Background: an optimization exercise with open tools, aiming at small area, a short achievable clock period and few clock cycles. Do not read the settings as production practice. At most, simulation tests tie the RTL to the original design; equivalence was not proved. No activity file was given, so power comes from the tool's default toggle rates.

==> inputs of zinc <==
// pdm_decim
module pdm_decim (
    input  wire        clk,
    input  wire        rst,         
    input  wire [2:0]  cfg_ratio,   
    input  wire [1:0]  cfg_nch,     
    input  wire        cfg_bord,    
    input  wire [7:0]  cfg_gain,    
    input  wire        in_valid,
    output reg         in_ready,
    input  wire [7:0]  in_data,
    output reg         out_valid,
    input  wire        out_ready,
    output reg  [15:0] out_data,
    output reg  [1:0]  out_chan
);
    function [47:0] csa;
        input [23:0] a, b, c;
        csa = {{(a[22:0] & b[22:0]) | (a[22:0] & c[22:0]) | (b[22:0] & c[22:0]), 1'b0},
               a ^ b ^ c};
    endfunction
    function [51:0] csa26;
        input [25:0] a, b, c;
        csa26 = {{(a[24:0] & b[24:0]) | (a[24:0] & c[24:0]) | (b[24:0] & c[24:0]), 1'b0},
                 a ^ b ^ c};
    endfunction
    reg [1:0] c_nch;
    reg       c_bord;
    reg [7:0] c_gain;
    always @(posedge clk) begin
        c_nch   <= cfg_nch;
        c_bord  <= cfg_bord;
  ...
clock: 12.0 ns
lec_check: 0
cap_margin: 20
core_margin: 2
core_utilization: 40
cts_buf_list: sky130_fd_sc_hd__clkbuf_4 sky130_fd_sc_hd__clkbuf_8
place_density: 0.6
slew_margin: 20
standard.sh (not shown) runs the stock make flow with config.mk's settings and CLKGATE_MAP_FILE= SYNTH_SCRIPT=/design/flow/synth_recipe.tcl, a recipe that flattens the netlist after the stock synthesis.
==> flow/flow/run.sh <==
#!/bin/bash
# Standard layout, with the resizer free to change a cell's footprint and a
# tighter timing-repair target (setup slack to reach at the design's period).
set -euo pipefail
bash standard.sh MATCH_CELL_FOOTPRINT=0 SETUP_SLACK_MARGIN=7 finish > standard_flow.log 2>&1
==> yarrow (differences from zinc) <==
- CORE_UTILIZATION: 40 -> 55
- CTS_BUF_LIST: sky130_fd_sc_hd__clkbuf_4 sky130_fd_sc_hd__clkbuf_8 -> not set
- PLACE_DENSITY: 0.6 -> 0.75
==> notes.md <==
item                                                               yarrow                     zinc
Result of the run                                 complete, no violations  complete, no violations
Total length of routed met2 wires                                87.83 mm                 87.41 mm
Worst clock skew                                               0.04050 ns               0.05446 ns
Number of placement rows                                              130                      152
Post-CTS Setup Repair Bufs                                            124                      146
Initial antenna violation count                                         0                        3
Std-Cell Core Area                                             125200 um2               171700 um2
Count of non-filler cells in the finished layout                     7793                     8635
Layout multi-input combinational cell count                          3937                     3935
Sequential cell area                                            32450 um2                32440 um2
Routed wire length per instance                                  21.89 um                 20.17 um
Switching share of power                                           0.3987                   0.4049
Final core utilization                                             0.6353                   0.4690
Tmin final                                                       5.228 ns                 5.287 ns
Chip Height                                                      358.8 um                   420 um
Drt pass-1 iters                                                        5                        7
Cells on worst reg2reg path                                            20                       18
Post-DP HPWL                                                     112.8 mm                 117.1 mm
Via count of the first global-routing pass                          47273                    46855
Sequential share of power                                           0.304                    0.300
Floorplan die area                                             128700 um2               176400 um2
Most used cell along the critical path                             buf_12                  o21ai_2
Fraction of met1 tracks used by global routing                     0.3183                   0.2466
Power in the clock group                                        0.00369 W                0.00352 W
GRT met2 Usage                                                     0.4640                   0.3433
No functional check of the RTL was part of any run of this note.

========
==> v27: inputs <==
pdm_decim, a different RTL version from the one above (not shown whole).
make LEC_CHECK=0 ABC_CLOCK_PERIOD_IN_PS=3500 CAP_MARGIN=20 CORE_MARGIN=2 CORE_UTILIZATION=40 PLACE_DENSITY=0.6 SETUP_SLACK_MARGIN=5 SLEW_MARGIN=20 finish   # period 12.0 ns
run.sh (not shown) runs the stock make flow with config.mk's settings and CLKGATE_MAP_FILE= SYNTH_SCRIPT=/design/flow/synth_recipe.tcl, a recipe that flattens the netlist after the stock synthesis.
Stock flow here: none of the scripts above is used.
==> v29 (differences from v27) <==
--- a/flow/design.v
+++ b/flow/design.v
@@ -96,45 +96,44 @@
         | ({14{c_oh[3]}} & 14'd1128)
         | ({14{c_oh[4]}} & 14'd2016)
         | ({14{c_oh[5]}} & 14'd3160)
         | ({14{c_oh[6]}} & 14'd8128)
         | ({14{c_oh[7]}} & 14'd3160);    
-    wire [8:0] gm3 = ({9{c_oh[0]}} & 9'd6)
-        | ({9{c_oh[1]}} & 9'd9)
-        | ({9{c_oh[2]}} & 9'd12)
-        | ({9{c_oh[3]}} & 9'd18)
-        | ({9{c_oh[4]}} & 9'd24)
-        | ({9{c_oh[5]}} & 9'd30)
-        | ({9{c_oh[6]}} & 9'd48)
-        | ({9{c_oh[7]}} & 9'd30);    
-    wire [8:0] gm5 = ({9{c_oh[0]}} & 9'd10)
-        | ({9{c_oh[1]}} & 9'd15)
-        | ({9{c_oh[2]}} & 9'd20)
-        | ({9{c_oh[3]}} & 9'd30)
-        | ({9{c_oh[4]}} & 9'd40)
-        | ({9{c_oh[5]}} & 9'd50)
-        | ({9{c_oh[6]}} & 9'd80)
-        | ({9{c_oh[7]}} & 9'd50);    
-    wire [8:0] gm6 = ({9{c_oh[0]}} & 9'd12)
-        | ({9{c_oh[1]}} & 9'd18)
-        | ({9{c_oh[2]}} & 9'd24)
-        | ({9{c_oh[3]}} & 9'd36)
-        | ({9{c_oh[4]}} & 9'd48)
-        | ({9{c_oh[5]}} & 9'd60)
-        | ({9{c_oh[6]}} & 9'd96)
-        | ({9{c_oh[7]}} & 9'd60);    
-    wire [8:0] gm7 = ({9{c_oh[0]}} & 9'd14)
-        | ({9{c_oh[1]}} & 9'd21)
-        | ({9{c_oh[2]}} & 9'd28)
-        | ({9{c_oh[3]}} & 9'd42)
-        | ({9{c_oh[4]}} & 9'd56)
-        | ({9{c_oh[5]}} & 9'd70)
-        | ({9{c_oh[6]}} & 9'd112)
-        | ({9{c_oh[7]}} & 9'd70);    
+    wire [5:0] k_g3 = ({6{c_oh[0]}} & 6'd6)
+        | ({6{c_oh[1]}} & 6'd9)
+        | ({6{c_oh[2]}} & 6'd12)
+        | ({6{c_oh[3]}} & 6'd18)
+        | ({6{c_oh[4]}} & 6'd24)
+        | ({6{c_oh[5]}} & 6'd30)
+        | ({6{c_oh[6]}} & 6'd48)
+        | ({6{c_oh[7]}} & 6'd30);    
+    wire [6:0] k_g5 = ({7{c_oh[0]}} & 7'd10)
+        | ({7{c_oh[1]}} & 7'd15)
+        | ({7{c_oh[2]}} & 7'd20)
+        | ({7{c_oh[3]}} & 7'd30)
+        | ({7{c_oh[4]}} & 7'd40)
+        | ({7{c_oh[5]}} & 7'd50)
+        | ({7{c_oh[6]}} & 7'd80)
+        | ({7{c_oh[7]}} & 7'd50);    
+    wire [6:0] k_g7 = ({7{c_oh[0]}} & 7'd14)
+        | ({7{c_oh[1]}} & 7'd21)
+        | ({7{c_oh[2]}} & 7'd28)
+        | ({7{c_oh[3]}} & 7'd42)
+        | ({7{c_oh[4]}} & 7'd56)
+        | ({7{c_oh[5]}} & 7'd70)
+        | ({7{c_oh[6]}} & 7'd112)
+        | ({7{c_oh[7]}} & 7'd70);    
     wire       k_casc = c_oh[7];
-    wire       d125   = c_oh[5] | c_oh[7];
-    wire       d27    = c_oh[1] | c_oh[3];
+    reg        d125, d27;     
+    reg [21:0] q_c0, q_c1, q_c2;    
+    always @(posedge clk) begin
+        d125 <= (cfg_ratio == 3'd5) | (cfg_ratio == 3'd7);
+        d27  <= (cfg_ratio == 3'd1) | (cfg_ratio == 3'd3);
+        q_c0 <= k_c0;
+        q_c1 <= k_c1;
+        q_c2 <= k_c2;
+    end
     wire [8:0] gain_b = {c_gain[7], c_gain} + 9'd132;           
     wire [5:0] gain_q = gain_b / 9'd6;                           
     wire signed [7:0] sh_c = 8'sd31 - $signed({2'b00, gain_q})
                              + $signed({4'b0000, k_a, 1'b0}) + $signed({5'b00000, k_a});
     reg [5:0] q_sh;
@@ -162,10 +161,12 @@
     reg [13:0] a_al0, a_al1;  
     reg [12:0] a_al2;         
     reg [5:0]  a_m3;          
     wire [4:0] a_dbb = a_bb - {1'b0, a_b} - 5'd1;
     reg [6:0]  a_m5, a_m7;    
+    reg [5:0]  a_n3;          
+    reg [6:0]  a_n5, a_n7;    
     wire adv_a    = a_v & ~frz;
     wire a_chlast = (a_ch == c_nch);
     wire a_blast  = (a_b == k_gm1);
     always @(posedge clk) begin
         if (rst) begin
@@ -183,18 +184,24 @@
             a_al1 <= k_a1i;
             a_al2 <= 13'd0;
             a_m3  <= 6'd0;
             a_m5  <= 7'd0;
             a_m7  <= 7'd0;
+            a_n3  <= k_g3;
+            a_n5  <= k_g5;
+            a_n7  <= k_g7;
         end else if (adv_a & a_chlast) begin
             a_bb  <= a_bb - 5'd1;
             a_al0 <= a_al0 - {a_bb - 5'd1, 6'd36};                     
             a_al1 <= a_al1 + {{3{a_dbb[4]}}, a_dbb, 6'd8};              
             a_al2 <= a_al2 + {1'b0, a_b, 6'd28};                        
             a_m3  <= a_m3 + 6'd3;
             a_m5  <= a_m5 + 7'd5;
             a_m7  <= a_m7 + 7'd7;
+            a_n3  <= a_n3 - 6'd3;
+            a_n5  <= a_n5 - 7'd5;
+            a_n7  <= a_n7 - 7'd7;
         end
     end
     wire [7:0] x = a_byte;
     wire [47:0] pa = csa({23'd0, x[0]}, {23'd0, x[1]}, {23'd0, x[2]});
     wire [47:0] pb = csa({23'd0, x[3]}, {23'd0, x[4]}, {23'd0, x[5]});
@@ -220,28 +227,27 @@
     wire [47:0] ub  = csa(ub4, ub5, ub6);
     wire [47:0] uc  = csa(ua[23:0], ua[47:24], ub[23:0]);
     wire [47:0] ud  = csa(ub[47:24], ub7, uc[23:0]);
     wire [47:0] ue  = csa(uc[47:24], ud[23:0], ud[47:24]);
     wire [8:0]  v9_c = ue[8:0] + ue[32:24];
-    wire [8:0]  gm1 = {4'd0, k_g}, gm2 = {3'd0, k_g, 1'b0}, gm4 = {2'd0, k_g, 2'b0};
-    wire [23:0] gb1 = x[1] ? {15'd0, gm1} : 24'd0;
-    wire [23:0] gb2 = x[2] ? {15'd0, gm2} : 24'd0;
-    wire [23:0] gb3 = x[3] ? {15'd0, gm3} : 24'd0;
-    wire [23:0] gb4 = x[4] ? {15'd0, gm4} : 24'd0;
-    wire [23:0] gb5 = x[5] ? {15'd0, gm5} : 24'd0;
-    wire [23:0] gb6 = x[6] ? {15'd0, gm6} : 24'd0;
-    wire [23:0] gb7 = x[7] ? {15'd0, gm7} : 24'd0;
-    wire [47:0] ga  = csa(gb1, gb2, gb3);
-    wire [47:0] gbb = csa(gb4, gb5, gb6);
-    wire [47:0] gc  = csa(ga[23:0], ga[47:24], gbb[23:0]);
-    wire [47:0] gd  = csa(gbb[47:24], gb7, gc[23:0]);
-    wire [47:0] ge  = csa(gc[47:24], gd[23:0], gd[47:24]);
-    wire [8:0]  g9_c = ge[8:0] + ge[32:24];
+    wire [23:0] wb1 = x[1] ? {19'd0, a_bb} : 24'd0;
+    wire [23:0] wb2 = x[2] ? {18'd0, a_bb, 1'b0} : 24'd0;
+    wire [23:0] wb3 = x[3] ? {18'd0, a_n3} : 24'd0;
+    wire [23:0] wb4 = x[4] ? {17'd0, a_bb, 2'b0} : 24'd0;
+    wire [23:0] wb5 = x[5] ? {17'd0, a_n5} : 24'd0;
+    wire [23:0] wb6 = x[6] ? {17'd0, a_n3, 1'b0} : 24'd0;
+    wire [23:0] wb7 = x[7] ? {17'd0, a_n7} : 24'd0;
+    wire [47:0] xwa = csa(wb1, wb2, wb3);
+    wire [47:0] xwb = csa(wb4, wb5, wb6);
+    wire [47:0] xwc = csa(xwa[23:0], xwa[47:24], xwb[23:0]);
+    wire [47:0] xwd = csa(xwb[47:24], wb7, xwc[23:0]);
+    wire [47:0] xwe = csa(xwc[47:24], xwd[23:0], xwd[47:24]);
+    wire [8:0]  w9_c = xwe[8:0] + xwe[32:24];
     reg        b1_v, b1_last, b1_m01, b1_m2;
     reg [1:0]  b1_ch;
     reg [3:0]  b1_p0;
-    reg [8:0]  b1_v9, b1_g9;
+    reg [8:0]  b1_v9, b1_w9;
     reg [5:0]  b1_p2;
     reg [13:0] b1_al0, b1_al1;
     reg [12:0] b1_al2;
     always @(posedge clk) begin
         if (rst) begin
@@ -252,11 +258,11 @@
             b1_m01  <= a_k0 & (a_b == 4'd0);
             b1_m2   <= (a_b == 4'd0);
             b1_ch   <= a_ch;
             b1_p0   <= p0_c;
             b1_v9   <= v9_c;
-            b1_g9   <= g9_c;
+            b1_w9   <= w9_c;
             b1_p2   <= p2_c;
             b1_al0  <= a_al0;
             b1_al1  <= a_al1;
             b1_al2  <= a_al2;
         end
@@ -271,24 +277,23 @@
     endfunction
     wire [71:0] ra0 = alrows(b1_al0, b1_p0, 2'd1);
     wire [71:0] ra1 = alrows(b1_al1, b1_p0, 2'd2);
     wire [71:0] ra2 = alrows({1'b0, b1_al2}, b1_p0, 2'd0);
     wire [23:0] vr  = {12'd0, b1_v9, 3'd0};         
-    wire [23:0] gr  = {12'd0, b1_g9, 3'd0};         
+    wire [23:0] wr  = {12'd0, b1_w9, 3'd0};         
     wire [23:0] p2r = {18'd0, b1_p2};
     wire [47:0] e2a = csa(ra2[23:0], ra2[47:24], ra2[71:48]);
-    wire [47:0] e2b = csa(vr, p2r, b1_last ? {2'd0, k_c2} : 24'd0);
+    wire [47:0] e2b = csa(vr, p2r, b1_last ? {2'd0, q_c2} : 24'd0);
     wire [47:0] e2c = csa(e2a[23:0], e2a[47:24], e2b[23:0]);
     wire [47:0] e2d = csa(e2c[23:0], e2c[47:24], e2b[47:24]);
     wire [21:0] d2_c = e2d[21:0] + e2d[45:24];
     wire [47:0] e0a = csa(ra0[23:0], ra0[47:24], ra0[71:48]);
-    wire [47:0] e0b = csa(vr, p2r, ~gr);
-    wire [47:0] e0c = csa(e0a[23:0], e0a[47:24], e0b[23:0]);
-    wire [47:0] e0d = csa(e0c[23:0], e0c[47:24], e0b[47:24]);
+    wire [47:0] e0c = csa(e0a[23:0], e0a[47:24], ~wr);
+    wire [47:0] e0d = csa(e0c[23:0], e0c[47:24], p2r);
     wire [15:0] d0_c = e0d[15:0] + e0d[39:24];
     wire [47:0] e1a = csa(ra1[23:0], ra1[47:24], ra1[71:48]);
-    wire [47:0] e1b = csa(~{vr[22:0], 1'b0}, gr, ~{p2r[22:0], 1'b0});
+    wire [47:0] e1b = csa(~vr, wr, ~{p2r[22:0], 1'b0});
     wire [47:0] e1c = csa(e1a[23:0], e1a[47:24], e1b[23:0]);
     wire [47:0] e1d = csa(e1c[23:0], e1c[47:24], e1b[47:24]);
     wire [16:0] d1_c = e1d[16:0] + e1d[40:24];
     reg        b2_v, b2_last, b2_m01, b2_m2;
     reg [1:0]  b2_ch;
@@ -310,12 +315,12 @@
         end
     end
     reg [21:0] acc0 [0:3];
     reg [21:0] acc1 [0:3];
     reg [18:0] acc2 [0:3];
-    wire [21:0] r0 = b2_m01 ? k_c0 : acc0[b2_ch];
-    wire [21:0] r1 = b2_m01 ? k_c1 : acc1[b2_ch];
+    wire [21:0] r0 = b2_m01 ? q_c0 : acc0[b2_ch];
+    wire [21:0] r1 = b2_m01 ? q_c1 : acc1[b2_ch];
     wire [18:0] r2 = b2_m2  ? 19'd0 : acc2[b2_ch];
     wire [21:0] s0 = r0 + {6'd0, b2_d0};
     wire [21:0] s1 = r1 + {5'd0, b2_d1};
     wire [21:0] s2 = {3'd0, r2} + b2_d2;
     wire wr_c = b2_v & ~frz;
==> flow/flow/run.sh (new file) <==
#!/bin/bash
# Standard layout, with the resizer free to change a cell's footprint and a
# tighter timing-repair target (setup slack to reach at the design's period).
set -euo pipefail
bash standard.sh MATCH_CELL_FOOTPRINT=0 SETUP_SLACK_MARGIN=7 finish > standard_flow.log 2>&1
==> flow/standard.sh (new file) <==
#!/bin/bash
# synth_recipe.tcl (not shown) runs the flow's synth.tcl, then flattens the netlist and writes it again
# the make line also repeats each setting of config.mk as NAME=value (left out here)
make -C /OpenROAD-flow-scripts/flow DESIGN_CONFIG=/design/flow/config.mk WORK_HOME=/design/flow/orfs CLKGATE_MAP_FILE= SYNTH_SCRIPT=/design/flow/synth_recipe.tcl "${@:-finish}"
Settings changed: ABC_CLOCK_PERIOD_IN_PS 3500 to unset, SETUP_SLACK_MARGIN 5 to unset.
removed: flow/run.sh
==> impl_metrics.tcl <==
set metrics [dict create \
    multi_input_area_share_pct 43.9 \
    clock-sinks 1135 \
    holdWs_ns 0.420 \
    crit_slowest_cell "nor2_1" \
    post_cts_resized 0 \
    outcome "no timing/DRC/antenna violations" \
    cp_max_fo 40 \
    wl_per_cell_um 20.2 \
    fmax_mhz 161 \
]
# the run above: v27

==> impl_metrics.tcl <==
set metrics [dict create \
    multi_input_area_share_pct 43.0 \
    cp_max_fo 8 \
    outcome "no timing/DRC/antenna violations" \
    wl_per_cell_um 19.5 \
    holdWs_ns 0.418 \
    crit_slowest_cell "edfxtp_1" \
    post_cts_resized 36 \
]
# the run above: v29

Testbench counts of v27, summed over its fixed seeds: cycles 21,972.
Only the layout flow was run in v29; the RTL was not checked for function there.

==> separate check: timing with driven ports <==
The flow's constraints put no driver on any port. The routed layouts listed below were extracted and timed again, unchanged, in two steps.
Step 1, drivers: a clkbuf_16 drives clk and a buf_2 each remaining input, both assumed.
Step 2 adds t to the input delays and takes it off the output delays; t is the mean of the earliest and latest rising clock arrival at the registers after step 1. Input paths then give back, and output paths get back, about the clock's delay inside the block.
Slacks: no drivers / after step 1 / after step 2; pairs: no drivers / after step 1.
run	t (ns)	setup slack, ns	worst data-port slew with drivers (ns)
zinc	1.030	6.713 / 6.713 / 6.557	0.04
yarrow	0.809	6.772 / 6.772 / 6.598	0.03
v27	0.847	5.799 / 5.799 / 5.799	0.08
v29	0.843	7.062 / 7.062 / 6.513	0.04
After both steps setup and hold are still met in every run listed. For v29, which loses most, drivers alone change the setup slack by 0.000 ns; drivers and shift together by -0.549 ns.
